Background: an optimization exercise with open tools, aiming at small area, a short achievable clock period and few clock cycles. Do not read the settings as production practice.
The RTL was checked by simulation tests, not by an equivalence proof against the original design.
Power and IR drop assume default switching activity.

==> flow/design.v <==
module i2f_norm (
    input  wire [31:0] m,
    output wire [31:0] mn,      
    output wire [4:0]  msb,     
    output wire        nz       
);
    wire        z16 = (m[31:16] == 16'd0);
    wire [31:0] m1  = z16 ? {m[15:0], 16'd0} : m;
    wire        z8  = (m1[31:24] == 8'd0);
    wire [31:0] m2  = z8 ? {m1[23:0], 8'd0} : m1;
    wire        z4  = (m2[31:28] == 4'd0);
    wire [31:0] m3  = z4 ? {m2[27:0], 4'd0} : m2;
    wire        z2  = (m3[31:30] == 2'd0);
    wire [31:0] m4  = z2 ? {m3[29:0], 2'd0} : m3;
    wire        z1  = ~m4[31];
    assign mn  = z1 ? {m4[30:0], 1'b0} : m4;
    assign msb = ~{z16, z8, z4, z2, z1};
    assign nz  = m4[31] | m4[30];
endmodule
module rot_eng (
    input  wire        clk,
    input  wire        rst,
    input  wire        start,     
    input  wire        lay14,     
    input  wire [31:0] mn,        
    input  wire [4:0]  msb,
    input  wire        nz,
    output wire        idle,
    output wire        fin,       
    output wire [51:0] frac,
    output wire [10:0] expo
);
    localparam [1:0] S_IDLE = 2'd0, S_LOAD = 2'd1, S_RUN = 2'd2;
    localparam [17:0] DV1 = 18'd13070;    
    localparam [11:0] DV2 = 12'd200;      
    reg  [1:0]  st;
    reg  [3:0]  cnt;
    reg  [51:0] w;
    reg  [13:0] r;        
    reg  [7:0]  rb;       
    reg  [5:0]  dl;       
    reg         nzr;
    reg         alr;      
    reg         al2;      
    wire run  = (st == S_RUN);
    wire c3   = (cnt == 4'd3);
    wire d1on = (cnt <= 4'd12);
    wire d2on = lay14 && (cnt >= 4'd3);
    assign idle = (st == S_IDLE);
    assign fin  = run && (lay14 ? (cnt == 4'd15) : (cnt == 4'd12));
    assign frac = w;
    assign expo = nzr ? {~dl[5], {5{dl[5]}}, dl[4:0]} : 11'd0;
    wire [17:0] t1 = {r, w[51:48]};
    reg  [3:0]  q1;
    reg  [17:0] m1;
    integer j;
    always @(*) begin
        q1 = 4'd0;
        for (j = 1; j < 16; j = j + 1)
            if (t1 >= j * DV1) q1 = j[3:0];
        m1 = q1 * DV1;
    end
    wire [17:0] r1 = t1 - m1;
    wire        al2n = (w[11:6] >= 6'd36);
    wire [8:0]  rb0a = {1'b1, w[11:4]} - 9'd200;
    wire [8:0]  rb0b = {2'b01, w[11:5]} - 9'd200;
    wire        a2   = c3 ? al2n : al2;
    wire [7:0]  rb0  = c3 ? (nzr ? (al2n ? rb0b[7:0] : rb0a[7:0]) : 8'd0) : rb;
    wire [3:0]  din2 = (cnt == 4'd15) ? 4'b0100 :
                       (cnt == 4'd14) ? (a2 ? {w[4], 3'b110} : 4'b0110) :
                       (a2 ? w[4:1] : w[3:0]);
    wire [11:0] t2 = {rb0, din2};
    reg  [3:0]  q2;
    reg  [11:0] m2;
    always @(*) begin
        q2 = 4'd0;
        for (j = 1; j < 16; j = j + 1)
            if (t2 >= j * DV2) q2 = j[3:0];
        m2 = q2 * DV2;
    end
    wire [11:0] r2 = t2 - m2;
    wire        al  = (mn[31:18] >= 14'd13070);
    wire [14:0] ra  = {1'b0, mn[31:18]} - 15'd13070;
    wire [14:0] rna = mn[31:17] - 15'd13070;
    always @(posedge clk) begin
        if (rst)
            st <= S_IDLE;
        else if (start)
            st <= S_LOAD;
        else if (st == S_LOAD)
            st <= S_RUN;
        else if (fin)
            st <= S_IDLE;
    end
    always @(posedge clk) begin
        if (st == S_LOAD) begin
            w   <= al ? {mn[17:0], 21'd0, 13'd6535} : {mn[16:0], 22'd0, 13'd6535};
            r   <= nz ? (al ? ra[13:0] : rna[13:0]) : 14'd0;
            dl  <= {1'b0, msb} - 6'd13;
            alr <= al;
            nzr <= nz;
            cnt <= 4'd0;
        end else if (run) begin
            cnt <= cnt + 4'd1;
            if (d1on)
                r <= r1[13:0];
            if (d2on)
                rb <= r2[7:0];
            if (cnt == 4'd0)
                dl <= dl - {5'd0, ~alr};
            if (c3 && lay14) begin
                al2 <= al2n;
                dl  <= dl - (al2n ? 6'd6 : 6'd7);
            end
            if (!d2on)
                w <= {w[47:0], q1};
            else if (cnt <= 4'd13)
                w <= {w[47:8], q2, w[3:0], q1};
            else if (cnt == 4'd14)
                w <= {w[51:8], q2, w[3:0]};
            else
                w <= {w[51:4], q2};
        end
    end
endmodule
module framer (
    input  wire        clk,
    input  wire        rst,         
    input  wire        bus_we,
    input  wire [7:0]  bus_addr,
    input  wire [31:0] bus_wdata,
    output reg  [31:0] bus_rdata,
    output reg  [7:0]  tx_data,
    output wire        tx_last,
    output wire        tx_valid,
    input  wire        tx_ready
);
    localparam [5:0] R_CMD = 6'h00, R_STATUS = 6'h01, R_ERRARG = 6'h02,
                     R_CFG = 6'h03, R_RPM_L = 6'h04, R_RPM_R = 6'h05,
                     R_RXD = 6'h06, R_CKRES = 6'h07, R_M1_RPM = 6'h08,
                     R_M1_STAT = 6'h09, R_M1_POS = 6'h0A, R_M2_RPM = 6'h0B,
                     R_M2_STAT = 6'h0C, R_M2_POS = 6'h0D, R_IO1 = 6'h0E,
                     R_IO2 = 6'h0F, R_IO1_FLAGS = 6'h10, R_M1_ROT_LO = 6'h11,
                     R_M1_ROT_HI = 6'h12, R_M2_ROT_LO = 6'h13,
                     R_M2_ROT_HI = 6'h14;
    localparam [3:0] OP_ENC_INIT = 4'h1, OP_STATUS_POLL = 4'h2,
                     OP_RPM_SET = 4'h3, OP_PARSE = 4'h4, OP_CKSUM = 4'h5;
    localparam [3:0] E_RPM_RANGE = 4'd1, E_UNKNOWN_LAYOUT = 4'd2,
                     E_TRUNCATED = 4'd3, E_CHECKSUM = 4'd4, E_ILLEGAL = 4'd5;
    localparam [1:0] PH_IDLE = 2'd0,   
                     PH_TX   = 2'd1,   
                     PH_RX   = 2'd2,   
                     PH_CHK  = 2'd3;   
    reg  [1:0]  phase;
    reg         cfg_vck, vck;
    reg  [31:0] rpm_l, rpm_r;
    reg         done, err, ign, ckv;
    reg  [3:0]  errcode, lastop;
    reg  [1:0]  layout;
    reg  [15:0] errarg;        
    reg  [7:0]  acc;           
    reg  [4:0]  rxcnt;         
    reg  [3:0]  txidx;
    reg  [15:0] m1_rpm, m2_rpm, io1, io2;
    reg  [7:0]  m1_stat, m2_stat;
    reg  [31:0] m1_pos, m2_pos;
    wire [5:0] widx   = bus_addr[7:2];
    wire       wr_cmd = bus_we && (widx == R_CMD);
    wire       wr_sts = bus_we && (widx == R_STATUS);
    wire       wr_cfg = bus_we && (widx == R_CFG);
    wire       wr_rl  = bus_we && (widx == R_RPM_L);
    wire       wr_rr  = bus_we && (widx == R_RPM_R);
    wire       wr_rxd = bus_we && (widx == R_RXD);
    wire [3:0] op       = bus_wdata[3:0];
    wire [7:0] rx_data  = bus_wdata[7:0];
    wire       rx_end   = bus_wdata[8];
    wire       rx_nodat = bus_wdata[9];
    wire       busy  = (phase != PH_IDLE);
    wire       in_rx = (phase == PH_RX);
    wire       bw    = wr_rxd && in_rx && !rx_nodat;    
    wire l_oor = (rpm_l[31:15] != {17{rpm_l[15]}});
    wire r_oor = (rpm_r[31:15] != {17{rpm_r[15]}});
    wire [7:0] d4    = errarg[15:8];
    wire       lay14 = (d4 == 8'd14);
    wire       lay16 = (d4 == 8'd16);
    wire       short = lay14 ? (rxcnt < 5'd20) : (rxcnt < 5'd24);
    wire        e1_idle, e1_fin, e2_idle, e2_fin;
    wire [51:0] e1_frac, e2_frac;
    wire [10:0] e1_exp, e2_exp;
    wire [31:0] nm;
    wire [4:0]  nmsb;
    wire        nnz;
    wire [23:0] pos_lo  = rxcnt[4] ? m2_pos[23:0] : m1_pos[23:0];
    wire [23:0] neg_lo  = 24'd0 - pos_lo;
    wire        lo_zero = (pos_lo == 24'd0);
    wire [31:0] pos_abs = rx_data[7] ? {~rx_data + {7'd0, lo_zero}, neg_lo}
                                     : {rx_data, pos_lo};
    reg  [31:0] mag;
    always @(posedge clk)
        mag <= pos_abs;
    i2f_norm u_norm (.m(mag), .mn(nm), .msb(nmsb), .nz(nnz));
    rot_eng u_e1 (
        .clk(clk), .rst(rst), .start(bw && rxcnt == 5'd11), .lay14(lay14),
        .mn(nm), .msb(nmsb), .nz(nnz), .idle(e1_idle),
        .fin(e1_fin), .frac(e1_frac), .expo(e1_exp)
    );
    rot_eng u_e2 (
        .clk(clk), .rst(rst), .start(bw && rxcnt == 5'd18), .lay14(lay14),
        .mn(nm), .msb(nmsb), .nz(nnz), .idle(e2_idle),
        .fin(e2_fin), .frac(e2_frac), .expo(e2_exp)
    );
    wire rot_ready = (e1_idle || e1_fin) && (e2_idle || e2_fin);
    wire fr_rpm = (lastop[1:0] == 2'b11);
    wire fr_enc = (lastop[1:0] == 2'b01);
    always @(*) begin
        case (txidx)
            4'd0:    tx_data = 8'hB7;
            4'd1:    tx_data = 8'hB8;
            4'd2:    tx_data = 8'h01;
            4'd3:    tx_data = fr_rpm ? 8'hCF : fr_enc ? 8'h0A : 8'h04;
            4'd4:    tx_data = fr_rpm ? 8'h07 : 8'h01;
            4'd5:    tx_data = fr_rpm ? 8'h01 : fr_enc ? 8'h0A : 8'hD8;
            4'd6:    tx_data = fr_rpm ? m1_pos[7:0] : fr_enc ? 8'h7B : 8'hB3;
            4'd7:    tx_data = m1_pos[15:8];
            4'd8:    tx_data = 8'h01;
            4'd9:    tx_data = m1_pos[23:16];
            4'd10:   tx_data = m1_pos[31:24];
            4'd11:   tx_data = 8'h00;
            default: tx_data = acc;
        endcase
    end
    assign tx_valid = (phase == PH_TX);
    assign tx_last  = fr_rpm ? (txidx == 4'd12) : (txidx == 4'd6);
    wire [7:0] acc_in  = (phase == PH_TX) ? tx_data : rx_data;
    wire [7:0] acc_sub = acc - acc_in;
    wire accept  = wr_cmd && !busy;
    wire tx_xfer  = (phase == PH_TX) && tx_ready;
    wire chk_ck   = (phase == PH_CHK) && (lastop == OP_CKSUM);
    reg        chk_err, chk_ret;
    reg [3:0]  chk_code;
    reg [15:0] chk_arg;
    always @(*) begin
        chk_err  = 1'b1;
        chk_ret  = 1'b1;
        chk_code = E_TRUNCATED;
        chk_arg  = {11'd0, rxcnt};
        if (rxcnt < 5'd5) begin
        end else if (!lay14 && !lay16) begin
            chk_code = E_UNKNOWN_LAYOUT;
            chk_arg  = {8'd0, d4};
        end else if (short) begin
        end else if (vck && (acc != 8'd0)) begin
            chk_code = E_CHECKSUM;
            chk_arg  = {errarg[7:0] + acc, errarg[7:0]};
        end else begin
            chk_err  = 1'b0;
            chk_ret  = rot_ready;
        end
    end
    always @(posedge clk) begin
        if (rst) begin
            phase   <= PH_IDLE;
            cfg_vck <= 1'b0;
            rpm_l   <= 32'd0;
            rpm_r   <= 32'd0;
            done    <= 1'b0;
            err     <= 1'b0;
            ign     <= 1'b0;
            ckv     <= 1'b0;
            errcode <= 4'd0;
            lastop  <= 4'd0;
            layout  <= 2'd0;
        end else begin
            if (wr_sts && bus_wdata[3])
                ign <= 1'b0;
            if (wr_cfg)
                cfg_vck <= bus_wdata[0];
            if (wr_rl)
                rpm_l <= bus_wdata;
            if (wr_rr)
                rpm_r <= bus_wdata;
            if ((wr_cmd && busy) || (wr_rxd && !in_rx))
                ign <= 1'b1;
            if (accept) begin
                done    <= 1'b0;
                err     <= 1'b0;
                errcode <= 4'd0;
                ckv     <= 1'b0;
                layout  <= 2'd0;
                lastop  <= op;
                case (op)
                    OP_ENC_INIT, OP_STATUS_POLL:
                        phase <= PH_TX;
                    OP_RPM_SET: begin
                        if (l_oor || r_oor) begin
                            done    <= 1'b1;
                            err     <= 1'b1;
                            errcode <= E_RPM_RANGE;
                        end else begin
                            phase   <= PH_TX;
                        end
                    end
                    OP_PARSE, OP_CKSUM:
                        phase <= PH_RX;
                    default: begin
                        done    <= 1'b1;
                        err     <= 1'b1;
                        errcode <= E_ILLEGAL;
                    end
                endcase
            end
            if (wr_rxd && in_rx && rx_end)
                phase <= PH_CHK;
            if (tx_xfer && tx_last) begin
                done  <= 1'b1;
                phase <= PH_IDLE;
            end
            if (chk_ck) begin
                done  <= 1'b1;
                ckv   <= 1'b1;
                phase <= PH_IDLE;
            end else if (phase == PH_CHK && chk_ret) begin
                done  <= 1'b1;
                phase <= PH_IDLE;
                if (chk_err) begin
                    err     <= 1'b1;
                    errcode <= chk_code;
                end else begin
                    layout  <= lay14 ? 2'd1 : 2'd2;
                end
            end
        end
    end
    always @(posedge clk) begin
        if (accept) begin
            txidx <= 4'd0;
            acc   <= 8'd0;
            rxcnt <= 5'd0;
            vck   <= cfg_vck;
            if (op == OP_RPM_SET)
                m1_pos <= {rpm_r[15:0], rpm_l[15:0]};
            if (op == OP_RPM_SET)
                errarg <= {14'd0, r_oor, l_oor};
            else
                errarg <= {12'd0, op};
        end
        if (bw) begin
            if (rxcnt != 5'd31)
                rxcnt <= rxcnt + 5'd1;
            acc         <= acc_sub;
            errarg[7:0] <= rx_data;
            case (rxcnt)
                5'd4:  errarg[15:8]   <= rx_data;
                5'd5:  m1_rpm[7:0]    <= rx_data;
                5'd6:  m1_rpm[15:8]   <= rx_data;
                5'd7:  m1_stat        <= rx_data;
                5'd8:  m1_pos[7:0]    <= rx_data;
                5'd9:  m1_pos[15:8]   <= rx_data;
                5'd10: m1_pos[23:16]  <= rx_data;
                5'd11: m1_pos[31:24]  <= rx_data;
                5'd12: m2_rpm[7:0]    <= rx_data;
                5'd13: m2_rpm[15:8]   <= rx_data;
                5'd14: m2_stat        <= rx_data;
                5'd15: m2_pos[7:0]    <= rx_data;
                5'd16: m2_pos[15:8]   <= rx_data;
                5'd17: m2_pos[23:16]  <= rx_data;
                5'd18: m2_pos[31:24]  <= rx_data;
                5'd19: io1[7:0]       <= rx_data;
                5'd20: io1[15:8]      <= rx_data;
                5'd21: io2[7:0]       <= rx_data;
                5'd22: io2[15:8]      <= rx_data;
                default: ;
            endcase
        end
        if (tx_xfer) begin
            txidx <= txidx + 4'd1;
            acc   <= acc_sub;
        end
        if (phase == PH_CHK && chk_err)
            errarg <= chk_arg;
    end
    wire tel_ok = (layout != 2'd0);
    wire l16_ok = layout[1];
    always @(*) begin
        case (bus_addr[7:2])
            R_STATUS:    bus_rdata = {16'd0, lastop, 2'b00, layout, errcode,
                                      ign, err, done, busy};
            R_ERRARG:    bus_rdata = err ? {16'd0, errarg} : 32'd0;
            R_CFG:       bus_rdata = {31'd0, cfg_vck};
            R_RPM_L:     bus_rdata = rpm_l;
            R_RPM_R:     bus_rdata = rpm_r;
            R_CKRES:     bus_rdata = ckv ? {24'd0, acc} : 32'd0;
            R_M1_RPM:    bus_rdata = tel_ok ? {{16{m1_rpm[15]}}, m1_rpm} : 32'd0;
            R_M1_STAT:   bus_rdata = tel_ok ? {24'd0, m1_stat} : 32'd0;
            R_M1_POS:    bus_rdata = tel_ok ? m1_pos : 32'd0;
            R_M2_RPM:    bus_rdata = tel_ok ? {{16{m2_rpm[15]}}, m2_rpm} : 32'd0;
            R_M2_STAT:   bus_rdata = tel_ok ? {24'd0, m2_stat} : 32'd0;
            R_M2_POS:    bus_rdata = tel_ok ? m2_pos : 32'd0;
            R_IO1:       bus_rdata = l16_ok ? {{16{io1[15]}}, io1} : 32'd0;
            R_IO2:       bus_rdata = l16_ok ? {{16{io2[15]}}, io2} : 32'd0;
            R_IO1_FLAGS: bus_rdata = l16_ok ? {25'd0, io1[6:0]} : 32'd0;
            R_M1_ROT_LO: bus_rdata = tel_ok ? e1_frac[31:0] : 32'd0;
            R_M1_ROT_HI: bus_rdata = tel_ok ? {m1_pos[31], e1_exp, e1_frac[51:32]} : 32'd0;
            R_M2_ROT_LO: bus_rdata = tel_ok ? e2_frac[31:0] : 32'd0;
            R_M2_ROT_HI: bus_rdata = tel_ok ? {m2_pos[31], e2_exp, e2_frac[51:32]} : 32'd0;
            default:     bus_rdata = 32'd0;
        endcase
    end
endmodule
==> flow/run.sh <==
#!/bin/bash
# synth_recipe.tcl (not shown) runs the flow's synth.tcl, then flattens the netlist and writes it again
# the make line also repeats each setting of config.mk as NAME=value (left out here)
make -C /OpenROAD-flow-scripts/flow DESIGN_CONFIG=/design/flow/config.mk WORK_HOME=/design/flow/orfs CLKGATE_MAP_FILE= SYNTH_SCRIPT=/design/flow/synth_recipe.tcl finish
==> flow/config.mk <==
export PLATFORM = sky130hd
export DESIGN_NAME = framer
export DESIGN_NICKNAME = framer
export VERILOG_FILES = /design/flow/design.v
export SDC_FILE = /design/flow/constraint.sdc
export NUM_CORES = 4
export LEC_CHECK = 0
export CAP_MARGIN = 20
export CORE_MARGIN = 2
export CORE_UTILIZATION = 60
export PLACE_DENSITY = 0.72
export SETUP_SLACK_MARGIN = 4.0
export SLEW_MARGIN = 20
==> flow/constraint.sdc <==
create_clock -name core_clock -period 10.0 [get_ports {clk}]
set_input_delay 2.0000 -clock core_clock [delete_from_list [all_inputs] [get_ports {clk}]]
set_output_delay 2.0000 -clock core_clock [all_outputs]
set_load 0.01 [all_outputs]
==> results of run 1 <==
==> metrics by stage <==
step	hold slack (ns)	setup WS (ns)	std cells	instance area (sq um)	util, %
after floorplan	0.429	4.13	3462	31000	-
after global placement	0.458	2.41	4056	32300	63.0
after detailed placement	0.463	2.39	4057	32300	63.0
after CTS	0.471	3.90	4234	35100	68.6
after global routing	0.494	3.75	4282	35700	69.7
final	0.474	3.91	4284	35700	69.7
==> path summary, 6_finish.rpt <==
| check | start | end | cells after the start |
|---|---|---|---|
| max | u_e2.r[3] | u_e2.r[13] | 26 |
| min | rpm_r[5] | rpm_r[5] | 2 |
| max reg2reg | u_e2.r[3] | u_e2.r[13] | 26 |
| min reg2reg | rpm_r[5] | rpm_r[5] | 2 |
==> cells in the mapped netlist (all sizes together), types with 82 or more instances <==
| cell | n |
|---|---|
| a21oi | 260 |
| a22oi | 108 |
| and3 | 84 |
| clkbuf | 195 |
| dfxtp | 170 |
| edfxtp | 299 |
| ha | 117 |
| inv | 117 |
| mux2i | 132 |
| nand2 | 453 |
| nand3 | 100 |
| nor2 | 270 |
| o21ai | 200 |
| xnor2 | 82 |
==> worst max-delay path: cells and delay by family (launching register included) <==
family                   cells  cell delay [ns]
AO/OA/AOI/OAI               10             1.80
XOR/XNOR                     2             0.30
adder cells (fa/ha/maj)      5             1.47
buffers and inverters        3             0.28
flip-flops                   1             0.50
multiplexers                 1             0.26
AND/OR/NAND/NOR              5             1.22
==> layout make-up <==
type / instances / share of cell area (%)
multi-input combinational: 2652 / 50.5
sequential: 469 / 34.7
timing repair buffer: 269 / 6.36
clock buffer: 66 / 3.91
tap: 680 / 2.38
inverter: 119 / 1.28
clock inverter: 26 / 0.810
antenna: 3 / 0.0210
==> registers in the layout, summed over array words and instances (netlist names), 14 cells and up <==
name / count
u_e1.w: 52
errarg: 16
u_e2.r: 14
rpm_l: 32
u_e1.r: 14
m2_pos: 32
rpm_r: 32
m2_rpm: 16
m1_pos: 32
mag: 32
io1: 16
io2: 16
u_e2.w: 52
m1_rpm: 16
==> logic make-up after synthesis <==
group	after synthesis
fa+ha+maj	131
compound gates	1026
simple gates	1213
mux	158
flops	469
xor+xnor	121
buf+inv	344
==> repair_timing <==
action,in CTS,in global routing
pin swaps,58,48
gates cloned,5,0
setup buffers,80,46
gates resized for setup,200,89
setup endpoints to repair,95,50
==> routing by layer <==
metal | track usage (%) | share of wire [%]
met2 | 66.7 | 46
met4 | 25.8 | 7.4
met5 | 0 | 0
met1 | 52.1 | 34
met3 | 8.32 | 13
==> report_power, final <==
group / leakage (nW) / internal [mW] / switching [mW]
clock: 0.837 / 1.10 / 0.826
sequential: 4.09 / 2.07 / 0.0335
combinational: 8.47 / 0.233 / 0.421
total: 13.4 / 3.40 / 1.28
==> flow_summary.json, run 1 <==
{
  "synth_seq_cells": 469,
  "p_per_area_nw_per_um2": 131,
  "register_area_sq_um": 12400,
  "die_x_um": 231,
  "synth-compound-area-share_pct": 22.7,
  "drtIter0Drc": 4476,
  "synth_cell_types": 107,
  "htree_levels": 2,
  "synthXorXnorAreaFrac_pct": 3.42,
  "setup_tns_ns": 0,
  "layout_worst_path_cycle_share_pct": 60.9,
  "synth-simple-area-share_pct": 18.6,
  "final_nets": 3735,
  "vdd_drop_max_uv": 165,
  "via_per_inst": 7.03,
  "synth_area_sq_um": 31000,
  "antenna_found_initial": 3,
  "max_freq_mhz": 164,
  "root_buffer": "clkbuf_16",
  "clk_path_buf_depth": 3,
  "wire_per_inst_um": 26.7,
  "final_common_cell": "nand2_1",
  "area_delta_synth_final_pct": 15.0,
  "crit_path_start_kind": "register",
  "numCtsBuffers": 49,
  "yosysSeqAreaShare_pct": 39.9,
  "routed_wl_mm": 115,
  "setup_viol": 0,
  "grt_pass1_wl_mm": 171,
  "drv_slew": 0,
  "hold_viol": 0,
  "synth_flop_cell": "edfxtp_1",
  "overflow": 0,
  "grt_start_max_net_pins": 85,
  "status": "complete, no violations",
  "io-pin-count": 86,
  "avgSynthCellArea_sq_um": 8.96,
  "cts_sinks": 469,
  "synth_mux_area_share_pct": 5.31,
  "cts-hold-fix-buffers": 0,
  "maxCapViolations": 0,
  "fin_crit_ns": 6.09,
  "synth_top_family_by_area": "compound AO/OA/AOI/OAI gates",
  "clkLatencyLatePin_ns": 0.63,
  "place_hpwl_mm": 79.6,
  "row_count": 83,
  "mostFrequentLayoutCells": "nand2_1 (446), edfxtp_1 (299), a21oi_1 (246)",
  "die_area_sq_um": 53600,
  "nFillCells": 3841,
  "core-area_sq_um": 51200,
  "die_y_um": 231,
  "cpMaxStageDelayCell": "fa_2",
  "finClkSkew_ns": 0.0425,
  "slowest_delay_ns": 0.58,
  "yosys_warnings": 2,
  "min_path_type": "reg2reg",
  "drive_gt1_share_pct": 14.0,
  "relSlewSlack_pct": 29.7,
  "crit_top_cell": "a21oi_2",
  "synth_largest_area_cell": "edfxtp_1",
  "dr.pass1.iters": 10,
  "crit_arrival_ns": 6.46,
  "port_buffers": 83,
  "vias": 30100,
  "drc": 0,
  "r2r_slack_ns": 3.91,
  "synthCells": 3462,
  "track_usage_pct": 41.7,
  "clk_pin_slew_ns": 0.07,
  "multi_input_area_sq_um": 18000,
  "cp_max_fo": 4,
  "grt_pass1_vias": 28100,
  "synthAdderAreaFrac_pct": 5.62,
  "rsz0062_at_grt": "true",
  "gp_congestion": 1.00,
  "setup.worst_path.class": "reg2reg",
  "synth.area.top_cells": "edfxtp_1 (29%), dfxtp_1 (11%), nand2_1 (5.5%)",
  "synth_top_area_share_pct": 28.9,
  "synthArstFlopShare_pct": 0,
  "cp_data_required_time_ns": 10.38,
  "worstMarginPinSlew_ns": 1.06,
  "synth_enable_flop_cells": 299,
  "power_mw": 4.68,
  "initial_core_util_pct": 60.6,
  "worst_setup_path_end_kind": "register",
  "leakage_nw": 13.4,
  "syn-num-nets": 3637,
  "ant_nets": 0,
  "cts_tree": "done"
}
Testbench counts, summed over its fixed seeds: cycles 18,305.
==> run 2: changes to the inputs <==
--- a/flow/config.mk
+++ b/flow/config.mk
@@ -7,7 +7,8 @@
 export LEC_CHECK = 0
 export CAP_MARGIN = 20
 export CORE_MARGIN = 2
-export CORE_UTILIZATION = 60
-export PLACE_DENSITY = 0.72
+export CORE_UTILIZATION = 40
+export CTS_CLUSTER_DIAMETER = 110
+export CTS_CLUSTER_SIZE = 24
 export SETUP_SLACK_MARGIN = 4.0
 export SLEW_MARGIN = 20
==> run 2 against run 1 <==
Against the previous run: final area is 0.92% lower; critical path type is now in2out; first-iteration DRC count is 20% lower; sequential cell count stayed put; worst setup slack better by 0.076 ns; largest power group unchanged; global-route usage is 14 points lower.
==> flow_summary.json, run 2 <==
{
  "grt_pass1_vias": 26200,
  "syn-num-nets": 3637,
  "yosys_warnings": 2,
  "gp_congestion": 0.962,
  "pwr-share-comb_pct": 16.4,
  "die_area_sq_um": 79800,
  "synthCells": 3462,
  "vias": 28600,
  "hold_viol": 0,
  "clkPwrFrac_pct": 30.1,
  "initial_core_util_pct": 40.3,
  "maxCapViolations": 0,
  "synth_largest_area_cell": "edfxtp_1",
  "area_delta_synth_final_pct": 14.0,
  "synth_enable_flop_cells": 299,
  "path_depth": 10,
  "placed_area_sq_um": 32700,
  "synth_common_cells": "nand2_1 (451), edfxtp_1 (299), nor2_1 (268)",
  "setup_tns_ns": 0,
  "cts_tree": "done",
  "synthArstFlopShare_pct": 0,
  "place_hpwl_mm": 79.7,
  "root_buffer": "clkbuf_16",
  "hold_depth": 2,
  "via_per_inst": 6.19,
  "min_path_type": "reg2reg",
  "yosysMostFrequentCell": "nand2_1",
  "synth_flop_cell": "edfxtp_1",
  "cp.buffers_inverters": 4,
  "ant_nets": 0,
  "synth_top_area_share_pct": 28.9,
  "clkLatencyLatePin_ns": 0.60,
  "place_inst": 4413,
  "fin_ws_ns": 3.99,
  "mostFrequentLayoutCells": "nand2_1 (444), edfxtp_1 (299), nor2_1 (247), a21oi_1 (247), buf_4 (188)",
  "path_delay_family": "compound AO/OA/AOI/OAI gates",
  "htree_levels": 1,
  "final_util_pct": 45.9,
  "drc": 0,
  "drive_gt1_share_pct": 13.4,
  "max_freq_mhz": 166,
  "antenna_found_initial": 2,
  "io-pin-count": 86,
  "swShare_pct": 28.3,
  "leakage_nw": 13.0,
  "worst_r2r_path_depth": 27,
  "power_mw": 3.91,
  "setup.worst_path.class": "in2out",
  "synth_seq_cells": 469,
  "avgSynthCellArea_sq_um": 8.96,
  "worstMarginPinSlew_ns": 1.21,
  "cp_max_fo": 22,
  "register_area_sq_um": 12400,
  "drtIter0Drc": 3574,
  "setup_viol": 0,
  "row_count": 102,
  "cp_data_required_time_ns": 8.00,
  "finClkSkew_ns": 0.0168,
  "crit_arrival_ns": 4.01,
  "final_cells": 4612,
  "reg.largest.list": "u_e1.w x52, u_e2.w x52",
  "routed_wl_mm": 114,
  "final_cell_area_sq_um": 35400,
  "synth_cell_types": 107,
  "final_nets": 3728,
  "fin_crit_ns": 6.01,
  "hold_ws_ns": 0.480,
  "multi_input_area_sq_um": 18100,
  "grt_start_max_net_pins": 85,
  "cts_sinks": 469,
  "die_y_um": 283,
  "worst_setup_path_end_kind": "primary output",
  "cts-hold-fix-buffers": 0,
  "place_ws_ns": 2.36,
  "die_x_um": 283,
  "wire_per_inst_um": 24.7,
  "track_usage_pct": 27.7,
  "vdd_drop_max_uv": 120,
  "dr.pass1.iters": 9,
  "clk_pin_slew_ns": 0.10,
  "final_common_cell": "nand2_1",
  "port_buffers": 83,
  "relSlewSlack_pct": 18.9,
  "yosysSeqAreaShare_pct": 39.9,
  "cpMaxStageDelayCell": "a222oi_1",
  "crit_top_cell": "buf_6",
  "grt_pass1_wl_mm": 168,
  "crit_chain": "buf_6, nor2_4, nand3b_1, buf_6, nor2_1, buf_6, a222oi_1, a21o_1, nand3_1, dlygate4sd2_1",
  "status": "complete, no violations",
  "numCtsBuffers": 24,
  "layout_worst_path_cycle_share_pct": 60.1,
  "nFillCells": 7492,
  "power.share.sequential_pct": 53.5,
  "rsz0062_at_grt": "true",
  "synth.area.top_cells": "edfxtp_1 (29%), dfxtp_1 (11%), nand2_1 (5.5%)",
  "switching_power_mw": 1.11,
  "drv_slew": 0,
  "p_int_mw": 2.80,
  "crit_path_start_kind": "primary input",
  "p_per_area_nw_per_um2": 111,
  "core-area_sq_um": 77100,
  "slowest_delay_ns": 0.63,
  "synth_area_sq_um": 31000,
  "clk_path_buf_depth": 3,
  "overflow": 0
}
[run 2: changes by cell type in the layout (fill, tap and decap cells not counted), moves of 5 or more]
cell / before / now
a211oi_2: 1 / 7
buf_12: 8 / 3
clkinv_2: 11 / 0
clkbuf_1: 8 / 13
clkbuf_16: 51 / 27
a211oi_4: 6 / 1
buf_4: 169 / 188
clkbuf_8: 6 / 0
[run 2: final cells by class]
type                       count  area share (%)
antenna                        2          0.0141
clock buffer                  40            2.05
clock inverter                 3          0.0955
inverter                     119            1.28
tap                         1040            3.68
sequential                   469            35.0
multi-input combinational   2652            51.1
timing repair buffer         287            6.75
[run 2: final timing paths]
check,start,to,slack [ns]
worst max-delay path,bus_addr[4],bus_rdata[18],3.99
worst min-delay path,ign,ign,0.48
worst max register to register,u_e2.w[50],u_e2.r[13],4.14
worst min register to register,ign,ign,0.48
[run 2: logic make-up after synthesis]
group	synth area share, %
buf+inv	4.42
flops	39.9
fa+ha+maj	5.62
simple gates	18.6
xor+xnor	3.42
compound gates	22.7
mux	5.31
[run 2: power groups by stage]
stage / sequential [mW] / clock, mW / combinational (mW)
2_1_floorplan: 2.12 / 0 / 0.438
3_3_place_gp: 2.14 / 0 / 0.602
3_5_place_dp: 2.14 / 0 / 0.608
4_1_cts: 2.09 / 1.19 / 0.627
5_1_grt: 2.09 / 1.25 / 0.696
6_report: 2.09 / 1.18 / 0.642
[run 2: layer usage]
metal | wire length (um) | up-vias | GRT usage [%]
met5 | 11 | - | 0
met4 | 6260 | 2 | 12.2
met3 | 9610 | 274 | 3.25
met2 | 51900 | 1519 | 45.0
met1 | 46100 | 13700 | 37.1
li1 | - | 13100 | -
[run 2: timing repair]
action,4_1_cts,5_1_grt
gates cloned,5,1
buffers inserted,80,68
pin swaps,58,87
resized for setup,192,109
setup endpoints to repair,98,58
[run 2: worst min-delay path: cells and delay by family, from the launching register on]
| family | cells | cell delay, ns |
|---|---|---|
| AOI/OAI and AO/OA | 1 | 0.05 |
| DFF | 1 | 0.33 |
| and+or+nand+nor | 1 | 0.06 |
==> run 3: changes to the inputs <==
--- a/flow/design.v
+++ b/flow/design.v
@@ -123,6 +123,110 @@
         end
     end
 endmodule
+module rot_eng8 (
+    input  wire        clk,
+    input  wire        rst,
+    input  wire        start,     
+    input  wire        lay14,     
+    input  wire [31:0] mn,        
+    input  wire [4:0]  msb,
+    input  wire        nz,
+    output wire        idle,
+    output wire        fin,       
+    output wire [51:0] frac,
+    output wire [10:0] expo
+);
+    localparam [1:0] S_IDLE = 2'd0, S_LOAD = 2'd1, S_RUN = 2'd2;
+    localparam [16:0] DV1 = 17'd13070;    
+    localparam [10:0] DV2 = 11'd200;      
+    reg  [1:0]  st;
+    reg  [4:0]  cnt;
+    reg  [53:0] w;
+    reg  [13:0] r;        
+    reg  [7:0]  rb;       
+    reg  [5:0]  dl;       
+    reg         nzr;
+    reg         alr;      
+    reg         al2;      
+    wire run  = (st == S_RUN);
+    wire c4   = (cnt == 5'd4);
+    wire d1on = (cnt <= 5'd17);
+    wire d2on = lay14 && (cnt >= 5'd4);
+    assign idle = (st == S_IDLE);
+    assign fin  = run && (lay14 ? (cnt == 5'd21) : (cnt == 5'd17));
+    assign frac = w[51:0];
+    assign expo = nzr ? {~dl[5], {5{dl[5]}}, dl[4:0]} : 11'd0;
+    wire [16:0] t1 = {r, w[53:51]};
+    reg  [2:0]  q1;
+    reg  [16:0] m1;
+    integer j;
+    always @(*) begin
+        q1 = 3'd0;
+        for (j = 1; j < 8; j = j + 1)
+            if (t1 >= j * DV1) q1 = j[2:0];
+        m1 = q1 * DV1;
+    end
+    wire [16:0] r1 = t1 - m1;
+    wire        al2n = (w[10:4] >= 7'd100);
+    wire        a2   = c4 ? al2n : al2;
+    wire [7:0]  rb0  = c4 ? (nzr ? (al2n ? {2'd0, w[10:5]} : {1'd0, w[10:4]}) : 8'd0) : rb;
+    wire [2:0]  din2 = (cnt >= 5'd20) ? 3'b100 :
+                       (cnt == 5'd19) ? (a2 ? {w[4:3], 1'b1} : {w[3], 2'b01}) :
+                       (a2 ? w[4:2] : w[3:1]);
+    wire [10:0] t2 = {rb0, din2};
+    reg  [2:0]  q2;
+    reg  [10:0] m2;
+    always @(*) begin
+        q2 = 3'd0;
+        for (j = 1; j < 8; j = j + 1)
+            if (t2 >= j * DV2) q2 = j[2:0];
+        m2 = q2 * DV2;
+    end
+    wire [10:0] r2 = t2 - m2;
+    wire al = (mn[31:19] >= 13'd6535);
+    always @(posedge clk) begin
+        if (rst)
+            st <= S_IDLE;
+        else if (start)
+            st <= S_LOAD;
+        else if (st == S_LOAD)
+            st <= S_RUN;
+        else if (fin)
+            st <= S_IDLE;
+    end
+    always @(posedge clk) begin
+        if (st == S_LOAD) begin
+            w   <= al ? {mn[19:0], 21'd0, 13'd6535} : {mn[18:0], 22'd0, 13'd6535};
+            r   <= al ? {2'd0, mn[31:20]} : {1'd0, mn[31:19]};
+            dl  <= {1'b0, msb} - 6'd13;
+            alr <= al;
+            nzr <= nz;
+            cnt <= 5'd0;
+        end else if (run) begin
+            cnt <= cnt + 5'd1;
+            if (d1on)
+                r <= r1[13:0];
+            if (d2on)
+                rb <= r2[7:0];
+            if (cnt == 5'd0)
+                dl <= dl - {5'd0, ~alr};
+            if (c4 && lay14) begin
+                al2 <= al2n;
+                dl  <= dl - (al2n ? 6'd6 : 6'd7);
+            end
+            if (!d2on)
+                w <= {w[50:0], q1};
+            else if (cnt <= 5'd18)
+                w <= {w[50:6], q2, w[2:0], q1};
+            else if (cnt == 5'd19)
+                w <= {w[50:6], q2, 6'd0};
+            else if (cnt == 5'd20)
+                w <= {w[53:6], q2, w[2:0]};
+            else
+                w <= {w[53:3], q2};
+        end
+    end
+endmodule
 module framer (
     input  wire        clk,
     input  wire        rst,         
@@ -199,7 +303,7 @@
     always @(posedge clk)
         mag <= pos_abs;
     i2f_norm u_norm (.m(mag), .mn(nm), .msb(nmsb), .nz(nnz));
-    rot_eng u_e1 (
+    rot_eng8 u_e1 (
         .clk(clk), .rst(rst), .start(bw && rxcnt == 5'd11), .lay14(lay14),
         .mn(nm), .msb(nmsb), .nz(nnz), .idle(e1_idle),
         .fin(e1_fin), .frac(e1_frac), .expo(e1_exp)
--- a/flow/config.mk
+++ b/flow/config.mk
@@ -8,7 +8,5 @@
 export CAP_MARGIN = 20
 export CORE_MARGIN = 2
 export CORE_UTILIZATION = 40
-export CTS_CLUSTER_DIAMETER = 110
-export CTS_CLUSTER_SIZE = 24
 export SETUP_SLACK_MARGIN = 4.0
 export SLEW_MARGIN = 20
==> run 3 against run 2 <==
Against the previous run: clock power grew 71%; critical path depth is 3 higher; combinational power down 9.2%; largest power group unchanged; critical path type unchanged; clock skew is 0.033 ns higher; count of clock-buffer cells in the layout is 28 higher; synthesized cell count is 5.1% lower; fmax down 4.4%; sequential share of layout area increased by 0.75 points; worst setup slack worse by 0.28 ns; still clean; core utilization increased by 1.2 points; via count is 3.9% lower.
==> flow_summary.json, run 3 <==
{
  "cpMaxStageDelayCell": "a222oi_1",
  "power_mw": 4.72,
  "place_hpwl_mm": 76.1,
  "synthCells": 3285,
  "htree_levels": 2,
  "drc": 0,
  "path_delay_family": "compound AO/OA/AOI/OAI gates",
  "crit_start": "bus_addr[7]",
  "cp_max_fo": 6,
  "antenna_cells": 0,
  "setup_tns_ns": 0,
  "vdd_drop_max_uv": 131,
  "crit_path_start_kind": "primary input",
  "worst_setup_path_end_kind": "primary output",
  "routed_wl_mm": 109,
  "p_per_area_nw_per_um2": 135,
  "crit_arrival_ns": 4.29,
  "wire_per_inst_um": 24.9,
  "track_usage_pct": 27.2,
  "synth.area.top_cells": "edfxtp_1 (30%), dfxtp_1 (11%), nand2_1 (5.1%)",
  "top_usage_layer": "met2",
  "io-pin-count": 86,
  "crit_chain": "buf_8, nand2b_4, or3_4, nor3_4, buf_12, buf_12, a222oi_1, nand3_1, a221oi_2, nor2b_1, o21ai_2, nand3_2, buf_6",
  "clk_pin_slew_ns": 0.06,
  "place_ws_ns": 2.46,
  "grt_pass1_vias": 25100,
  "hold_viol": 0,
  "grt_start_max_net_pins": 86,
  "numCtsBuffers": 52,
  "final_common_cell": "nand2_1",
  "via_per_inst": 6.25,
  "fin_crit_ns": 6.29,
  "drtIter0Drc": 3753,
  "grtUsageMet2_pct": 42.7,
  "setup.worst_path.class": "in2out",
  "synth_seq_cells": 472,
  "yosysSeqAreaShare_pct": 41.8,
  "maxCapViolations": 0,
  "crit_top_cell": "buf_12",
  "gr-usage-met3_pct": 3.45,
  "die_area_sq_um": 76800,
  "grt_use_met1_pct": 37.0,
  "drv_slew": 0,
  "synth_cell_types": 97,
  "cts-hold-fix-buffers": 0,
  "avgSynthCellArea_sq_um": 9.08,
  "max_freq_mhz": 159,
  "synth_area_sq_um": 29800,
  "row_count": 100,
  "grt_pass1_wl_mm": 161,
  "largest_reg_flops": 54,
  "synth_common_cells": "nand2_1 (404), edfxtp_1 (301), a21oi_1 (262)",
  "yosys_warnings": 3,
  "area_delta_synth_final_pct": 16.9,
  "synth_largest_area_cell": "edfxtp_1",
  "nFillCells": 7070,
  "synth_flop_cell": "edfxtp_1",
  "yosysMostFrequentCell": "nand2_1",
  "syn-num-nets": 3449,
  "vias": 27400,
  "synth_top_area_share_pct": 30.3,
  "antenna_found_initial": 0,
  "mostFrequentLayoutCells": "nand2_1 (400), edfxtp_1 (301), a21oi_1 (254)",
  "cts_tree": "done",
  "clk_path_buf_depth": 3,
  "initial_core_util_pct": 40.3,
  "core-area_sq_um": 74100,
  "rsz0062_at_grt": "true",
  "dr.pass1.iters": 8,
  "reg.largest.list": "u_e1.w x54, u_e2.w x52",
  "setup_viol": 0,
  "synth_enable_flop_cells": 301,
  "fin_ws_ns": 3.71,
  "clkLatencyLatePin_ns": 0.65,
  "min_path_type": "reg2reg",
  "relSlewSlack_pct": 23.9,
  "cp.buffers_inverters": 4,
  "port_buffers": 83,
  "largest-register": "u_e1.w",
  "slowest_delay_ns": 0.55,
  "overflow": 0,
  "reg2reg_from": "u_e2.r[1]",
  "drive_gt1_share_pct": 14.2,
  "cts_sinks": 472,
  "finClkSkew_ns": 0.0493,
  "die_x_um": 277,
  "layout_worst_path_cycle_share_pct": 62.9,
  "ant_nets": 0,
  "worstMarginPinSlew_ns": 1.14,
  "cp_data_required_time_ns": 8.00,
  "die_y_um": 277,
  "gp_congestion": 0.943,
  "final_nets": 3540,
  "status": "complete, no violations",
  "root_buffer": "clkbuf_16",
  "leakage_nw": 12.8,
  "synthArstFlopShare_pct": 0,
  "worstHoldStart": "ign"
}
-- run 3: cell types whose count changed in the layout (fill, tap and decap cells not counted), sizes merged, moves of 11 or more --
cell	before	now
a21o	59	43
a22oi	108	81
and2	26	45
and3	84	42
buf	218	193
clkbuf	44	75
clkinv	3	26
dlygate4sd2	17	0
ha	117	106
nand2	453	406
nand3	100	125
nor2	271	253
nor2b	41	28
-- run 3: logic make-up (layout without fill, tap and decap cells) --
group,Yosys count,count (layout),share of synthesized area [%]
DFF,472,472,41.8
xor gates and xnor gates,112,112,3.29
adders and majority gates,120,120,5.39
and+or+nand+nor,1122,1122,17.7
buffers and inverters,319,453,4.27
muxes,157,157,5.37
AOI/OAI and AO/OA,983,984,22.2
-- run 3: where the power goes --
group	switching, mW	internal [mW]
combinational	0.379	0.205
sequential	0.0352	2.08
clock	0.867	1.15
total	1.28	3.44
-- run 3: worst paths after layout --
kind,endpoint,slack [ns],cells past startpoint
setup / recovery,bus_rdata[4],3.71,13
hold / removal,ign,0.48,2
setup reg to reg,u_e2.r[13],4.27,26
hold reg to reg,ign,0.48,2
-- run 3: area by class of cell --
class	instances	area (sq um)	area share (%)
multi-input cells	2495	16900	48.4
clock buffers	68	1480	4.23
inverters	111	429	1.23
flip-flops and latches	472	12500	35.8
clock inverters	30	318	0.912
repair buffers	244	2100	6.01
well taps	969	1210	3.48
-- run 3: worst min-delay path: stages, from the launching register on --
cell and delay (ns):
dfxtp_1 0.32, nand2_1 0.06, a21oi_1 0.05
-- run 3: repair_timing --
| action | in CTS | in global routing |
|---|---|---|
| pin swaps | 44 | 55 |
| gates resized for setup | 251 | 100 |
| endpoints found under the setup margin | 99 | 91 |
| gates cloned | 4 | 2 |
| setup buffers | 62 | 41 |
-- run 3: per-layer routing --
metal / vias to the layer above / wire, um
li1: 12500 / -
met1: 13200 / 44600
met2: 1480 / 48700
met3: 261 / 9990
met4: 0 / 6120
met5: - / 0
-- run 3: stage by stage --
stage / util, % / cells / hold WS [ns] / cell area, sq um
2_1_floorplan: - / 3285 / 0.430 / 29800
3_3_place_gp: 42.5 / 4182 / 0.455 / 31500
3_5_place_dp: 42.5 / 4182 / 0.462 / 31500
4_1_cts: 46.1 / 4346 / 0.471 / 34200
5_1_grt: 47.1 / 4389 / 0.487 / 34900
6_report: 47.1 / 4389 / 0.477 / 34900
Testbench counts of run 3, summed over its fixed seeds: cycles 18,305.
==> run 4: changes to the inputs <==
--- a/flow/config.mk
+++ b/flow/config.mk
@@ -5,6 +5,7 @@
 export SDC_FILE = /design/flow/constraint.sdc
 export NUM_CORES = 4
 export LEC_CHECK = 0
+export ABC_AREA = 1
 export CAP_MARGIN = 20
 export CORE_MARGIN = 2
 export CORE_UTILIZATION = 40
==> run 4 against run 3 <==
Against the previous run: sequential cell count is the same; core utilization is 1.1 points higher; wire length increased by 2.1%; power increased by 13%; synthesized area is 1.7% higher; clock power rose by 5%; critical path depth is 1 lower; count of clock-buffer cells in the layout increased by 7; worst setup slack improved by 0.23 ns; sequential share of layout area shrank 1.1 points; sequential power increased by 2%.
==> flow_summary.json, run 4 <==
{
  "overflow": 0,
  "avgSynthCellArea_sq_um": 7.53,
  "final_nets": 4343,
  "switching_power_mw": 1.65,
  "die_area_sq_um": 78100,
  "drc": 0,
  "dr.pass1.iters": 6,
  "hold_viol": 0,
  "clkLatencyLatePin_ns": 0.66,
  "r2r_slack_ns": 4.26,
  "grt_pass1_wl_mm": 166,
  "max_freq_mhz": 165,
  "min_path_type": "reg2reg",
  "routed_wl_mm": 112,
  "htree_levels": 2,
  "synth.area.top_cells": "edfxtp_1 (30%), nand2_1 (11%), dfxtp_1 (11%)",
  "synth_seq_cells": 472,
  "die_y_um": 279,
  "final_cell_area_sq_um": 36000,
  "yosys_warnings": 3,
  "largest-register": "u_e1.w",
  "root_buffer": "clkbuf_16",
  "clk_pin_slew_ns": 0.06,
  "vias": 29200,
  "pwr-share-comb_pct": 19.5,
  "synth_common_cells": "nand2_1 (917), inv_1 (546), nor2_1 (407)",
  "antenna_cells": 0,
  "gp_congestion": 0.993,
  "die_x_um": 279,
  "area_delta_synth_final_pct": 18.6,
  "drive_gt1_share_pct": 12.6,
  "min_to": "ckv",
  "swShare_pct": 31.1,
  "drtIter0Drc": 2899,
  "port_buffers": 83,
  "final_common_cell": "nand2_1",
  "initial_core_util_pct": 40.6,
  "crit_path_start_kind": "primary input",
  "clk_path_buf_depth": 3,
  "cts_sinks": 472,
  "reg2reg_from": "u_e2.r[7]",
  "cts-hold-fix-buffers": 0,
  "cp_max_fo": 16,
  "grt_pass1_vias": 27100,
  "yosysMostFrequentCell": "nand2_1",
  "worst_r2r_path_depth": 39,
  "syn-num-nets": 4196,
  "synth_top_area_share_pct": 29.8,
  "rsz0062_at_grt": "true",
  "placed_area_sq_um": 32200,
  "ant_nets": 0,
  "via_per_inst": 5.63,
  "numCtsBuffers": 55,
  "drv_slew": 0,
  "track_usage_pct": 27.8,
  "synth_area_sq_um": 30300,
  "synthArstFlopShare_pct": 0,
  "cts_tree": "done",
  "synthXorXnorAreaFrac_pct": 2.40,
  "cp_data_required_time_ns": 8.00,
  "largest_reg_flops": 54,
  "power.share.sequential_pct": 40.6,
  "r2r-end": "u_e2.r[13]",
  "setup.worst_path.class": "in2out",
  "synthCells": 4032,
  "setup_viol": 0,
  "power_mw": 5.31,
  "worstMarginPinSlew_ns": 1.13,
  "synth_enable_flop_cells": 301,
  "clkPwrFrac_pct": 39.9,
  "p_int_mw": 3.66,
  "fin_crit_ns": 6.06,
  "p_per_area_nw_per_um2": 148,
  "finClkSkew_ns": 0.0638,
  "antenna_found_initial": 0,
  "synth_mux_area_share_pct": 0.0330,
  "synth_cell_types": 65,
  "maxCapViolations": 0,
  "place_hpwl_mm": 82.6,
  "row_count": 100,
  "yosysSeqAreaShare_pct": 41.1,
  "synth_top_family_by_area": "simple AND/OR/NAND/NOR gates",
  "synthAdderAreaFrac_pct": 5.29,
  "worst_setup_path_end_kind": "primary output",
  "io-pin-count": 86,
  "setup_tns_ns": 0,
  "crit_arrival_ns": 4.06,
  "worstHoldStart": "ckv",
  "synth_largest_area_cell": "edfxtp_1",
  "grt_start_max_net_pins": 70,
  "synth_flop_cell": "edfxtp_1",
  "vdd_drop_max_uv": 137,
  "hold_ws_ns": 0.473,
  "synth-simple-area-share_pct": 23.9,
  "core-area_sq_um": 74800,
  "relSlewSlack_pct": 24.7,
  "wire_per_inst_um": 21.5,
  "reg.largest.list": "u_e1.w x54, u_e2.w x52",
  "mostFrequentLayoutCells": "nand2_1 (903), inv_1 (521), nor2_1 (371)",
  "layout_worst_path_cycle_share_pct": 60.6,
  "synth-compound-area-share_pct": 18.1,
  "hold_depth": 2,
  "status": "complete, no violations",
  "leakage_nw": 15.3
}
[run 4: cell count changes in the layout (fill, tap and decap cells not counted), sizes merged, moves of 49 or more]
| cell | previous run | this run |
|---|---|---|
| inv | 111 | 561 |
| a21oi | 263 | 187 |
| nand2 | 406 | 938 |
| mux2i | 137 | 1 |
| a22oi | 81 | 29 |
| nor2 | 253 | 419 |
| o21ai | 204 | 386 |
| xnor2 | 75 | 26 |
| a222oi | 50 | 0 |
| nand3 | 125 | 237 |
[run 4: critical path, cell delays in order]
cell       delay (ns)
buf_2            0.16
inv_1            0.07
nand2_1          0.14
nor2_2           0.08
inv_2            0.12
nor2_4           0.08
buf_8            0.18
nand2_1          0.07
o21ai_0          0.13
a211oi_1         0.52
o2111ai_2        0.26
buf_2            0.22
[run 4: power groups by stage]
stage	Combinational, mW	Sequential (mW)	Clock [mW]
after floorplan	0.743	2.18	0
after global placement	0.996	2.20	0
after detailed placement	1.00	2.20	0
after CTS	1.02	2.16	2.13
after global routing	1.16	2.16	2.20
final	1.04	2.16	2.12
[run 4: worst max-delay path by stage]
stage	start	end	slack, ns	cells after the start
4_1_cts	bus_addr[3]	bus_rdata[7]	3.91	9
3_5_place_dp	bus_addr[7]	bus_rdata[7]	1.88	11
5_1_grt	bus_addr[6]	bus_rdata[23]	3.87	15
6_report	bus_addr[3]	bus_rdata[23]	3.94	12
2_1_floorplan	bus_addr[4]	bus_rdata[16]	4.31	8
3_3_place_gp	bus_addr[7]	bus_rdata[7]	1.88	11
[run 4: cell type report]
type,count,area [sq um]
fillers,7428,38800
flip-flops and latches,472,12500
well taps,969,1210
inverters,569,2160
repair buffers,237,2090
multi-input cells,2843,16200
clock inverters,29,327
repair inverters,1,7.51
clock buffers,75,1570
[run 4: stage by stage]
step	cells	util [%]	setup WS, ns
detailed placement	4990	43.0	1.88
global placement	4990	43.0	1.88
finish	5195	48.1	3.94
floorplan	4032	-	4.31
global route	5195	48.1	3.87
CTS	5145	47.1	3.91
[run 4: cells by family after synthesis]
logic type                 after synthesis
AOI/OAI and AO/OA                      904
adders and majority gates              120
xor gates and xnor gates                83
buffers and inverters                  717
and+or+nand+nor                       1735
muxes                                    1
DFF                                    472
[run 4: timing repair]
item | CTS | global route
endpoints found under the hold margin | 0 | 0
pin swaps | 44 | 42
buffers inserted | 48 | 50
resized for setup | 316 | 92
gates cloned | 3 | 0
setup endpoints to repair | 83 | 97
[run 4: metal layers]
metal  share of wire, %  track usage (%)  vias to the layer above  routed length (um)
li1                   -                -                    14000                   -
met1                 40             36.0                    13700               45000
met2                 47             46.3                     1321               52200
met3                7.6             3.25                      284                8470
met4                5.3             13.2                        0                5940
met5                  0                0                        -                   0
==> run 5: changes to the inputs <==
--- a/flow/config.mk
+++ b/flow/config.mk
@@ -5,9 +5,8 @@
 export SDC_FILE = /design/flow/constraint.sdc
 export NUM_CORES = 4
 export LEC_CHECK = 0
-export ABC_AREA = 1
 export CAP_MARGIN = 20
 export CORE_MARGIN = 2
 export CORE_UTILIZATION = 40
-export SETUP_SLACK_MARGIN = 4.0
+export SETUP_SLACK_MARGIN = 4.2
 export SLEW_MARGIN = 20
==> run 5 against run 4 <==
Against the previous run: register-to-register slack better by 0.03 ns; power down 13%; non-clock buffer count rose by 49; count of clock-buffer cells in the layout decreased by 3.
==> flow_summary.json, run 5 <==
{
  "largest_reg_flops": 54,
  "max_freq_mhz": 157,
  "synth_cell_types": 97,
  "worstHoldStart": "ign",
  "yosys_warnings": 3,
  "worstMarginPinSlew_ns": 1.15,
  "drtIter0Drc": 3636,
  "die_x_um": 277,
  "row_count": 100,
  "hold_ws_ns": 0.470,
  "crit_chain": "buf_8, clkinvlp_4, buf_6, nor3_4, buf_6, buf_12, a222oi_1, nand3_1, a221oi_4, nor2b_2, o21ai_2, nand3_2, buf_6",
  "reg.largest.list": "u_e1.w x54, u_e2.w x52",
  "numCtsBuffers": 53,
  "nFillCells": 7030,
  "die_area_sq_um": 76800,
  "synth_top_area_share_pct": 30.3,
  "r2r_slack_ns": 4.29,
  "core-area_sq_um": 74100,
  "synthCells": 3285,
  "leakage_nw": 13.0,
  "crit_arrival_ns": 4.39,
  "cts_tree": "done",
  "avgSynthCellArea_sq_um": 9.08,
  "grtUsageMet2_pct": 42.8,
  "drive_gt1_share_pct": 15.7,
  "clk_path_buf_depth": 3,
  "rsz0062_at_grt": "true",
  "cp.buffers_inverters": 6,
  "syn-num-nets": 3449,
  "grt_use_met1_pct": 37.2,
  "antenna_found_initial": 0,
  "area_delta_synth_final_pct": 18.5,
  "final_common_cell": "nand2_1",
  "gr-usage-met3_pct": 3.71,
  "min_path_type": "reg2reg",
  "antenna_cells": 0,
  "worst_setup_path_end_kind": "primary output",
  "cts-hold-fix-buffers": 0,
  "relSlewSlack_pct": 23.0,
  "vias": 27400,
  "final_cells": 4432,
  "via_per_inst": 6.18,
  "fin_crit_ns": 6.39,
  "vdd_drop_max_uv": 144,
  "routed_wl_mm": 109,
  "ant_nets": 0,
  "wire_per_inst_um": 24.6,
  "grt_pass1_wl_mm": 162,
  "largest-register": "u_e1.w",
  "crit_start": "bus_addr[3]",
  "mostFrequentLayoutCells": "nand2_1 (399), edfxtp_1 (301), a21oi_1 (251)",
  "path_depth": 13,
  "clkLatencyLatePin_ns": 0.65,
  "synth_enable_flop_cells": 301,
  "cp_data_required_time_ns": 8.00,
  "overflow": 0,
  "drc": 0,
  "maxCapViolations": 0,
  "synth_area_sq_um": 29800,
  "grt_start_max_net_pins": 86,
  "layout_worst_path_cycle_share_pct": 63.9,
  "track_usage_pct": 27.4,
  "worst_r2r_path_depth": 24,
  "register_area_sq_um": 12500,
  "setup.worst_path.class": "in2out",
  "synth_flop_cell": "edfxtp_1",
  "place_hpwl_mm": 76.1,
  "r2r-end": "u_e2.r[13]",
  "final_util_pct": 47.7,
  "hold_viol": 0,
  "grt_pass1_vias": 25400,
  "placed_area_sq_um": 31500,
  "port_buffers": 83,
  "synth_common_cells": "nand2_1 (404), edfxtp_1 (301), a21oi_1 (262)",
  "cp-endpoint": "bus_rdata[7]",
  "status": "complete, no violations",
  "yosysMostFrequentCell": "nand2_1",
  "initial_core_util_pct": 40.3,
  "cts_sinks": 472,
  "final_nets": 3583,
  "final_cell_area_sq_um": 35400,
  "finClkSkew_ns": 0.0408,
  "path_delay_family": "compound AO/OA/AOI/OAI gates",
  "power_mw": 4.64,
  "fin_ws_ns": 3.61,
  "crit_top_cell": "buf_6",
  "multi_input_area_sq_um": 17100,
  "htree_levels": 2,
  "synth.area.top_cells": "edfxtp_1 (30%), dfxtp_1 (11%), nand2_1 (5.1%)",
  "drv_slew": 0,
  "synth_seq_cells": 472,
  "synth_largest_area_cell": "edfxtp_1",
  "root_buffer": "clkbuf_16",
  "die_y_um": 277,
  "reg2reg_from": "u_e2.r[2]",
  "cpMaxStageDelayCell": "a222oi_1",
  "setup_tns_ns": 0,
  "yosysSeqAreaShare_pct": 41.8,
  "slowest_delay_ns": 0.60,
  "place_ws_ns": 2.33,
  "setup_viol": 0,
  "p_per_area_nw_per_um2": 131,
  "io-pin-count": 86,
  "top_usage_layer": "met2",
  "crit_path_start_kind": "primary input",
  "cp_max_fo": 9,
  "gp_congestion": 0.953,
  "clk_pin_slew_ns": 0.06,
  "dr.pass1.iters": 9,
  "synthArstFlopShare_pct": 0,
  "place_inst": 4180
}
-- run 5: changes by cell type in the layout (fill, tap and decap cells not counted), moves of 40 or more --
cell      delta
inv_1      -423
a22oi_1     +40
mux2i_1    +135
o21ai_0    -188
nand2_1    -504
xnor2_1     +50
nor2_1     -138
a21oi_1     +74
and2_1      +40
a222oi_1    +50
nand3_1    -111
-- run 5: kinds of logic (layout without fill, tap and decap cells) --
logic type / after synthesis / in the layout / synth area share (%)
AOI/OAI and AO/OA: 983 / 983 / 22.2
xor gates and xnor gates: 112 / 112 / 3.29
adders and majority gates: 120 / 120 / 5.39
buffers and inverters: 319 / 496 / 4.27
DFF: 472 / 472 / 41.8
muxes: 157 / 157 / 5.37
and+or+nand+nor: 1122 / 1123 / 17.7
-- run 5: area by class of cell --
type,count,area share [%]
multi-input cells,2495,48.3
flip-flops and latches,472,35.3
repair buffers,286,6.96
clock buffers,72,4.11
well taps,969,3.43
inverters,111,1.24
clock inverters,27,0.718
-- run 5: worst min-delay path by stage --
stage / cells after the start / slack, ns / endpoint
3_3_place_gp: 2 / 0.44 / ign
2_1_floorplan: 0 / 0.43 / vck
6_report: 2 / 0.47 / ign
3_5_place_dp: 2 / 0.45 / ign
4_1_cts: 2 / 0.47 / ign
5_1_grt: 2 / 0.50 / rpm_r[7]
-- run 5: report_power, final --
group	switching (mW)	internal [mW]
Combinational	0.373	0.208
Clock	0.870	1.08
Sequential	0.0358	2.08
-- run 5: routing by layer --
| metal | vias up | share of wire, % | wire length, um |
|---|---|---|---|
| li1 | 12600 | - | - |
| met4 | 0 | 5.5 | 6040 |
| met5 | - | 0 | 0 |
| met2 | 1479 | 45 | 48600 |
| met1 | 13100 | 41 | 44500 |
| met3 | 254 | 9.0 | 9860 |
-- run 5: worst min-delay path, delay by kind of cell, from the launching register on --
family	cells	cell delay [ns]
AND/OR/NAND/NOR	1	0.05
flip-flops	1	0.32
AO/OA/AOI/OAI	1	0.05
-- run 5: timing repair --
action                                  4_1_cts  5_1_grt
pin swaps                                    66       74
endpoints found under the setup margin      100      100
setup buffers                                94       55
cloned                                        3        1
gates resized for setup                     311      105
==> run 6: changes to the inputs <==
--- a/flow/config.mk
+++ b/flow/config.mk
@@ -5,8 +5,11 @@
 export SDC_FILE = /design/flow/constraint.sdc
 export NUM_CORES = 4
 export LEC_CHECK = 0
+export ABC_AREA = 1
 export CAP_MARGIN = 20
 export CORE_MARGIN = 2
 export CORE_UTILIZATION = 40
-export SETUP_SLACK_MARGIN = 4.2
+export CTS_CLUSTER_DIAMETER = 110
+export CTS_CLUSTER_SIZE = 24
+export SETUP_SLACK_MARGIN = 4.0
 export SLEW_MARGIN = 20
==> run 6 against run 5 <==
Against the previous run: still clean; power shrank 6.3%; final cell count up 16%; sequential power increased by 2%; final area shrank 1.0%; synthesized cell count increased by 23%; clock power shrank 41%; critical path depth grew 2; die area grew 1.7%; sequential share of layout area up 0.36 points.
==> flow_summary.json, run 6 <==
{
  "reg.largest.list": "u_e1.w x54, u_e2.w x52",
  "grt_pass1_wl_mm": 164,
  "largest_reg_flops": 54,
  "row_count": 100,
  "layout_worst_path_cycle_share_pct": 60.4,
  "area_delta_synth_final_pct": 15.3,
  "mostFrequentLayoutCells": "nand2_1 (902), inv_1 (515), nor2_1 (369)",
  "final_cells": 5154,
  "worst_r2r_path_depth": 33,
  "overflow": 0,
  "worst_setup_path_end_kind": "primary output",
  "drtIter0Drc": 2838,
  "crit_arrival_ns": 4.04,
  "yosysSeqAreaShare_pct": 41.1,
  "gp_congestion": 0.993,
  "synth_seq_cells": 472,
  "vdd_drop_max_uv": 114,
  "setup_viol": 0,
  "initial_core_util_pct": 40.6,
  "slowest_delay_ns": 0.31,
  "cpMaxStageDelayCell": "o211ai_1",
  "cts-hold-fix-buffers": 0,
  "path_delay_family": "buffers and inverters",
  "ant_nets": 0,
  "fin_ws_ns": 3.96,
  "synth_largest_area_cell": "edfxtp_1",
  "grt_start_max_net_pins": 70,
  "cts_tree": "done",
  "grt_pass1_vias": 26700,
  "setup_tns_ns": 0,
  "clkLatencyLatePin_ns": 0.62,
  "cp.buffers_inverters": 9,
  "cp-endpoint": "bus_rdata[9]",
  "dr.pass1.iters": 5,
  "finClkSkew_ns": 0.0516,
  "clk_path_buf_depth": 3,
  "numCtsBuffers": 24,
  "die_y_um": 279,
  "io-pin-count": 86,
  "drv_slew": 0,
  "maxCapViolations": 0,
  "synth_cell_types": 65,
  "synth_area_sq_um": 30300,
  "hold_viol": 0,
  "status": "complete, no violations",
  "synthArstFlopShare_pct": 0,
  "cp_data_required_time_ns": 8.00,
  "wire_per_inst_um": 21.5,
  "multi_input_area_sq_um": 16200,
  "max_freq_mhz": 166,
  "syn-num-nets": 4196,
  "die_area_sq_um": 78100,
  "worstMarginPinSlew_ns": 1.13,
  "synth.area.top_cells": "edfxtp_1 (30%), nand2_1 (11%), dfxtp_1 (11%)",
  "crit_chain": "buf_6, inv_1, nor2_2, inv_2, nor2_2, inv_2, nor2_2, buf_6, clkinvlp_4, buf_6, buf_6, o211ai_1, a2111oi_4, o2111ai_2, buf_2",
  "avgSynthCellArea_sq_um": 7.53,
  "synth-simple-area-share_pct": 23.9,
  "cts_sinks": 472,
  "drive_gt1_share_pct": 12.4,
  "synth_flop_cell": "edfxtp_1",
  "synth_top_area_share_pct": 29.8,
  "core-area_sq_um": 74800,
  "port_buffers": 83,
  "synth-compound-area-share_pct": 18.1,
  "antenna_cells": 0,
  "synth_mux_area_share_pct": 0.0330,
  "path_depth": 15,
  "r2r_slack_ns": 4.27,
  "track_usage_pct": 27.4,
  "synth_enable_flop_cells": 301,
  "fin_crit_ns": 6.04,
  "yosysMostFrequentCell": "nand2_1",
  "yosys_warnings": 3,
  "crit_path_start_kind": "primary input",
  "crit_start": "bus_addr[6]",
  "r2r-end": "u_e2.r[13]",
  "root_buffer": "clkbuf_16",
  "leakage_nw": 14.8,
  "synth_common_cells": "nand2_1 (917), inv_1 (546), nor2_1 (407)",
  "die_x_um": 279,
  "place_ws_ns": 1.88,
  "p_per_area_nw_per_um2": 124,
  "routed_wl_mm": 111,
  "register_area_sq_um": 12500,
  "synthCells": 4032,
  "final_common_cell": "nand2_1",
  "vias": 29200,
  "synthAdderAreaFrac_pct": 5.29,
  "place_hpwl_mm": 82.6,
  "final_nets": 4332,
  "crit_top_cell": "buf_6",
  "place_inst": 4990,
  "relSlewSlack_pct": 24.7,
  "synthXorXnorAreaFrac_pct": 2.40,
  "antenna_found_initial": 0,
  "nFillCells": 7515,
  "drc": 0,
  "synth_top_family_by_area": "simple AND/OR/NAND/NOR gates",
  "largest-register": "u_e1.w",
  "htree_levels": 1,
  "setup.worst_path.class": "in2out",
  "reg2reg_from": "u_e2.r[1]",
  "via_per_inst": 5.66,
  "clk_pin_slew_ns": 0.11,
  "rsz0062_at_grt": "true",
  "min_path_type": "reg2reg",
  "cp_max_fo": 5
}
run 6: final cells by class:
class                   count  area share [%]
inverters                 569            6.18
clock buffers              38            1.90
well taps                 969            3.47
clock inverters             5           0.154
flip-flops and latches    472            35.6
repair inverters            1          0.0215
repair buffers            257            6.24
multi-input cells        2843            46.4
run 6: logic make-up (layout without fill, tap and decap cells):
| group | count (synthesis) | in the layout |
|---|---|---|
| AOI/OAI and AO/OA | 904 | 904 |
| xor gates and xnor gates | 83 | 83 |
| adders and majority gates | 120 | 120 |
| buffers and inverters | 717 | 870 |
| DFF | 472 | 472 |
| muxes | 1 | 1 |
| and+or+nand+nor | 1735 | 1735 |
run 6: per-layer routing:
| metal | routed length, um | track usage [%] | up-vias |
|---|---|---|---|
| li1 | - | - | 13900 |
| met1 | 45800 | 35.9 | 13800 |
| met2 | 51500 | 45.4 | 1213 |
| met3 | 7510 | 2.93 | 270 |
| met4 | 6090 | 13.1 | 0 |
| met5 | 0 | 0 | - |
run 6: through the flow:
stage / cell area (sq um) / hold WS [ns] / util, % / total power [mW]
2_1_floorplan: 30300 / 0.424 / - / 2.92
4_1_cts: 34200 / 0.472 / 45.7 / 4.34
3_5_place_dp: 32200 / 0.456 / 43.0 / 3.20
3_3_place_gp: 32200 / 0.450 / 43.0 / 3.19
6_report: 35000 / 0.477 / 46.8 / 4.35
5_1_grt: 35000 / 0.519 / 46.8 / 4.55
run 6: worst min-delay path: stages (launching register included):
cell	delay, ns
dfxtp_1	0.33
nand2_1	0.06
a21oi_1	0.05
run 6: how the worst min path moves through the flow:
stage | from | to | slack (ns) | cells after the start
3_5_place_dp | ckv | ckv | 0.46 | 2
4_1_cts | ckv | ckv | 0.47 | 2
3_3_place_gp | ckv | ckv | 0.45 | 2
5_1_grt | ckv | ckv | 0.52 | 2
2_1_floorplan | cfg_vck | vck | 0.42 | 0
6_report | ckv | ckv | 0.48 | 2
run 6: timing repair:
| item | in CTS | in global routing |
|---|---|---|
| pin swaps | 44 | 55 |
| setup endpoints to repair | 90 | 98 |
| gates resized for setup | 315 | 124 |
| buffers inserted | 59 | 59 |
| cloned | 3 | 0 |
run 6: report_power, final:
group	total [mW]	internal (mW)	switching, mW
Sequential	2.15	2.11	0.0433
Combinational	1.04	0.310	0.728
Clock	1.16	0.470	0.687

[afterwards: timing with drivers on the ports]
No port has a modelled driver above. Below, the same layouts with a new extraction and two added sets of constraints.
Step 1 assumes that a clkbuf_16 drives the clock port and a buf_2 every other input.
Step 2 moves the port delays by t, midway between the first and last clock arrival at a register: inputs arrive t later, outputs are due t later. That takes back most of the time a late clock gives input paths.
Three values: ideal, step 1, step 2; two values: the first two.
| run | t, ns | setup WS [ns] | slew at the worst register clock pin (ns) |
|---|---|---|---|
| run 1 | 0.673 | 3.912 / 3.912 / 3.912 | 0.07 / 0.07 |
| run 2 | 0.654 | 3.989 / 3.934 / 3.934 | 0.11 / 0.11 |
| run 3 | 0.692 | 3.713 / 3.663 / 3.663 | 0.07 / 0.07 |
| run 4 | 0.694 | 3.940 / 3.913 / 3.913 | 0.07 / 0.07 |
| run 5 | 0.698 | 3.614 / 3.568 / 3.568 | 0.07 / 0.07 |
| run 6 | 0.666 | 3.959 / 3.921 / 3.921 | 0.11 / 0.11 |
After both steps every run listed still meets setup and hold. The setup slack of run 2, which loses most, moves by -0.055 ns with the drivers and by -0.055 ns with both steps.
